This is an optimization exercise on Yosys and OpenROAD, whose aim is small area, a short achievable clock period and few clock cycles, not a production implementation.
Where RTL was checked, it was by simulation tests only, not by an equivalence proof against the original.
Power figures rest on the tool's default switching activity, not on a simulated workload.

Setup of old:
// xcc_fifo128
module xcc_fifo128 (
    input  wire        clk,
    input  wire        rst,
    input  wire        p_cmd_valid,
    input  wire [15:0] p_cmd,
    input  wire [31:0] p_mdata,
    output reg         p_rsp_valid,
    output reg  [15:0] p_rsp,
    input  wire        c_cmd_valid,
    input  wire [15:0] c_cmd,
    output reg         c_rsp_valid,
    output reg  [15:0] c_rsp
);
    localparam [2:0] ST_OK      = 3'd0;
    localparam [2:0] ST_FULL    = 3'd1;
    localparam [2:0] ST_EMPTY   = 3'd2;
    localparam [2:0] ST_ILLEGAL = 3'd7;
    localparam [3:0] C_RESERVED_OPCODE  = 4'd1;
    localparam [3:0] C_RESERVED_BITS    = 4'd2;
    localparam [3:0] C_ARG_RANGE        = 4'd3;
    localparam [3:0] C_NO_GRANT         = 4'd4;
    localparam [3:0] C_GRANT_OPEN       = 4'd5;
    localparam [3:0] C_GRANT_OVERRUN    = 4'd6;
    localparam [3:0] C_GRANT_INCOMPLETE = 4'd7;
    localparam [3:0] C_NO_VIEW          = 4'd8;
    localparam [3:0] C_VIEW_OPEN        = 4'd9;
    localparam [4:0] FRAME_LAST = 5'd29;
    reg  [7:0] mem [0:127];
    reg        w_en;             
    reg  [6:0] w_addr;
    reg  [7:0] w_data;
    always @(posedge clk) begin
        if (w_en)
            mem[w_addr] <= w_data;
    end
  ...
Size: ~4000 cells after synthesis, about 1400 flip-flops, roughly 100 I/O pins.
==> flow/config.mk <==
export PLATFORM = sky130hd
export DESIGN_NAME = xcc_fifo128
export DESIGN_NICKNAME = xcc_fifo128
export VERILOG_FILES = /design/flow/design.v
export SDC_FILE = /design/flow/constraint.sdc
export NUM_CORES = 4
export LEC_CHECK = 0
export CAP_MARGIN = 20
export CORE_MARGIN = 2
export CORE_UTILIZATION = 55
export CTS_BUF_LIST = sky130_fd_sc_hd__clkbuf_8
export SETUP_SLACK_MARGIN = 4.3
export SLEW_MARGIN = 20
export SYNTH_HIERARCHICAL = 1
export SYNTH_MINIMUM_KEEP_SIZE = 0
export TNS_END_PERCENT = 5
==> flow/constraint.sdc <==
create_clock -name core_clock -period 7.0 [get_ports {clk}]
set_input_delay 1.4000 -clock core_clock [delete_from_list [all_inputs] [get_ports {clk}]]
set_output_delay 1.4000 -clock core_clock [all_outputs]
set_load 0.01 [all_outputs]
standard.sh (not shown) runs the stock make flow with config.mk's settings and CLKGATE_MAP_FILE= SYNTH_SCRIPT=/design/flow/synth_recipe.tcl, a recipe that flattens the netlist after the stock synthesis.
==> flow/flow/run.sh <==
#!/bin/bash
# The standard layout (the standard.sh, standard synthesis included),
# with the port buffers that buffer_ports inserts made buf_4 cells instead
# of the weakest buffer it picks by default. Every port still gets its own
# buffer. make's full output goes to standard_flow.log here; ORFS's own
# per-step logs are under orfs/logs.
set -euo pipefail
export BUFFER_PORTS_ARGS="-buffer_cell sky130_fd_sc_hd__buf_4"
bash standard.sh "BUFFER_PORTS_ARGS=-buffer_cell sky130_fd_sc_hd__buf_4" finish > standard_flow.log 2>&1
diff inputs: old => new
-- flow/design.v --
<<< old, line 152
    wire p_emit  = p_take && p_ok_e;
    wire e_start = p_emit && p_room;
    wire [7:0] p_fr_next;
    xcc_fifo128_sel8 u_fsel (.s(p_cmt || e_start), .a(p_fr_sub), .b(p_fr_rel), .y(p_fr_next));
    wire e_last  = e_busy && e_rem == 5'd0;
    reg [7:0] p_status_data;
>>> new, line 152
    wire p_emit  = p_take && p_ok_e;
    wire e_start = p_emit && p_room;
    wire e_last  = e_busy && e_rem == 5'd0;
    reg [7:0] p_status_data;
<<< old, line 225
            p_rsp_valid <= e_busy ? e_last : (p_cmd_valid && !e_start);
            w_en        <= e_start || p_put || (e_busy && !e_last);
            p_fr        <= p_fr_next;
            if (p_take && p_illegal)
                p_err <= 1'b1;
>>> new, line 223
            p_rsp_valid <= e_busy ? e_last : (p_cmd_valid && !e_start);
            w_en        <= e_start || p_put || (e_busy && !e_last);
            p_fr        <= p_fr_rel;
            if (p_take && p_illegal)
                p_err <= 1'b1;
<<< old, line 244
            if (p_cmt) begin
                p_wbin  <= p_wbin_add;
            end
            if (p_emit && !p_room)
>>> new, line 242
            if (p_cmt) begin
                p_wbin  <= p_wbin_add;
                p_fr    <= p_fr_sub;
            end
            if (p_emit && !p_room)
<<< old, line 249
            if (e_start) begin
                p_wbin  <= p_wbin_add;
                e_busy  <= 1'b1;
                e_rem   <= FRAME_LAST;
>>> new, line 248
            if (e_start) begin
                p_wbin  <= p_wbin_add;
                p_fr    <= p_fr_sub;
                e_busy  <= 1'b1;
                e_rem   <= FRAME_LAST;
<<< old, line 317
        end
    endgenerate
    wire [127:0] r_grps = {r_grp[15], r_grp[14], r_grp[13], r_grp[12],
                           r_grp[11], r_grp[10], r_grp[9],  r_grp[8],
                           r_grp[7],  r_grp[6],  r_grp[5],  r_grp[4],
                           r_grp[3],  r_grp[2],  r_grp[1],  r_grp[0]};
    wire       r_fwd   = w_en && (w_addr == r_pa);
    wire       r_hit   = r_pvalid && (c_arg[6:0] == r_pidx);
>>> new, line 317
        end
    endgenerate
    wire [7:0] r_mem = r_grp[0]  | r_grp[1]  | r_grp[2]  | r_grp[3]  |
                       r_grp[4]  | r_grp[5]  | r_grp[6]  | r_grp[7]  |
                       r_grp[8]  | r_grp[9]  | r_grp[10] | r_grp[11] |
                       r_grp[12] | r_grp[13] | r_grp[14] | r_grp[15];
    wire       r_fwd   = w_en && (w_addr == r_pa);
    wire       r_hit   = r_pvalid && (c_arg[6:0] == r_pidx);
<<< old, line 330
    wire c_rel  = c_take && c_ok_r;
    wire c_open = c_try && (e_start || c_avail != 8'd0);
    wire [7:0] c_tavail;
    xcc_fifo128_sel8 u_tsel (.s(e_start), .a(c_avail_e), .b(c_avail), .y(c_tavail));
    wire c_mem = (r_wait || (c_is_p && !c_illegal)) && !r_fwd;
    reg [7:0] c_rdata;
>>> new, line 330
    wire c_rel  = c_take && c_ok_r;
    wire c_open = c_try && (e_start || c_avail != 8'd0);
    wire [7:0] c_tavail = e_start ? c_avail_e : c_avail;
    wire c_mem = (r_wait || (c_is_p && !c_illegal)) && !r_fwd;
    reg [7:0] c_rdata;
<<< old, line 352
        end
    end
    wire [7:0] c_byte;
    xcc_fifo128_rsel u_rsel (.g(r_grps), .sel(c_mem), .alt(c_rdata), .y(c_byte));
    always @(posedge clk) begin
        c_rsp <= {c_byte, 5'b00000, c_rst};
    end
    always @(posedge clk) begin
>>> new, line 351
        end
    end
    always @(posedge clk) begin
        c_rsp <= {c_mem ? r_mem : c_rdata, 5'b00000, c_rst};
    end
    always @(posedge clk) begin
<<< old, line 421
               (d4 & {8{s[4]}}) | (d5 & {8{s[5]}}) | (d6 & {8{s[6]}}) | (d7 & {8{s[7]}});
endmodule
module xcc_fifo128_rsel (
    input  wire [127:0] g,
    input  wire         sel,
    input  wire [7:0]   alt,
    output wire [7:0]   y
);
    wire [7:0] o = g[7:0]     | g[15:8]    | g[23:16]   | g[31:24]   |
                   g[39:32]   | g[47:40]   | g[55:48]   | g[63:56]   |
                   g[71:64]   | g[79:72]   | g[87:80]   | g[95:88]   |
                   g[103:96]  | g[111:104] | g[119:112] | g[127:120];
    assign y = sel ? o : alt;
endmodule
module xcc_fifo128_sel8 (
    input  wire       s,
    input  wire [7:0] a,
    input  wire [7:0] b,
    output wire [7:0] y
);
    assign y = s ? a : b;
endmodule
>>> new, line 418
               (d4 & {8{s[4]}}) | (d5 & {8{s[5]}}) | (d6 & {8{s[6]}}) | (d7 & {8{s[7]}});
endmodule
[summary]
- For new and old, there was not a single run that failed to finish clean.
- Comparing new and old, the lower clock network power is on old.
- Post-CTS setup buffer count was lower in old than in new.
- new ended with more slew of the pin with the lowest slew margin than old.
- Non-clock buffer total of the final layout (new / old): 1.14
- new against old: multi-input gate count went down 2.3%, end-of-flow core utilization went up 1.3 points, final cell count without fillers held, smallest hold slack went down 0.0052 ns.
- Minimum period implied by the final worst setup slack, new and old: larger value in old
- new ends up with a layout-stage area growth over the synthesis result that is 2.9 points higher than in old.
- When the final numbers for new and old were put side by side, the final clock period utilization by the worst path turned out to be greater in old.
Testbench counts of new, summed over its fixed seeds: cycles 6,942.
No functional check of the RTL was part of old.

static timing again, ports no longer ideal:
The results above use ideal ports. As a check the final layouts listed here were re-extracted and re-timed, cells and wires unchanged.
Step 1 sets driving cells, clkbuf_16 on the clock port and buf_2 on the other inputs (assumed; they add their load-dependent delay and slew).
Step 2 times the ports against the registers' clock, not the clock port: input delays grow and output delays shrink by t, the midpoint of the rising clock arrivals with the driver on.
Three values: no drivers, after step 1, after step 2; two values: the first two.
run | shift t [ns] | setup WS [ns] | worst setup path after step 2 | worst register clock-pin slew, ns | cell pins on the clock port's net
old | 0.951 | 3.598 / 3.598 / 2.751 | input to register | 0.07 / 0.07 | 1
new | 0.946 | 3.933 / 3.933 / 3.161 | input to register | 0.07 / 0.07 | 1
After both steps setup and hold are still met in every run listed. For old, which loses most, drivers alone change the setup slack by 0.000 ns; drivers and shift together by -0.847 ns.
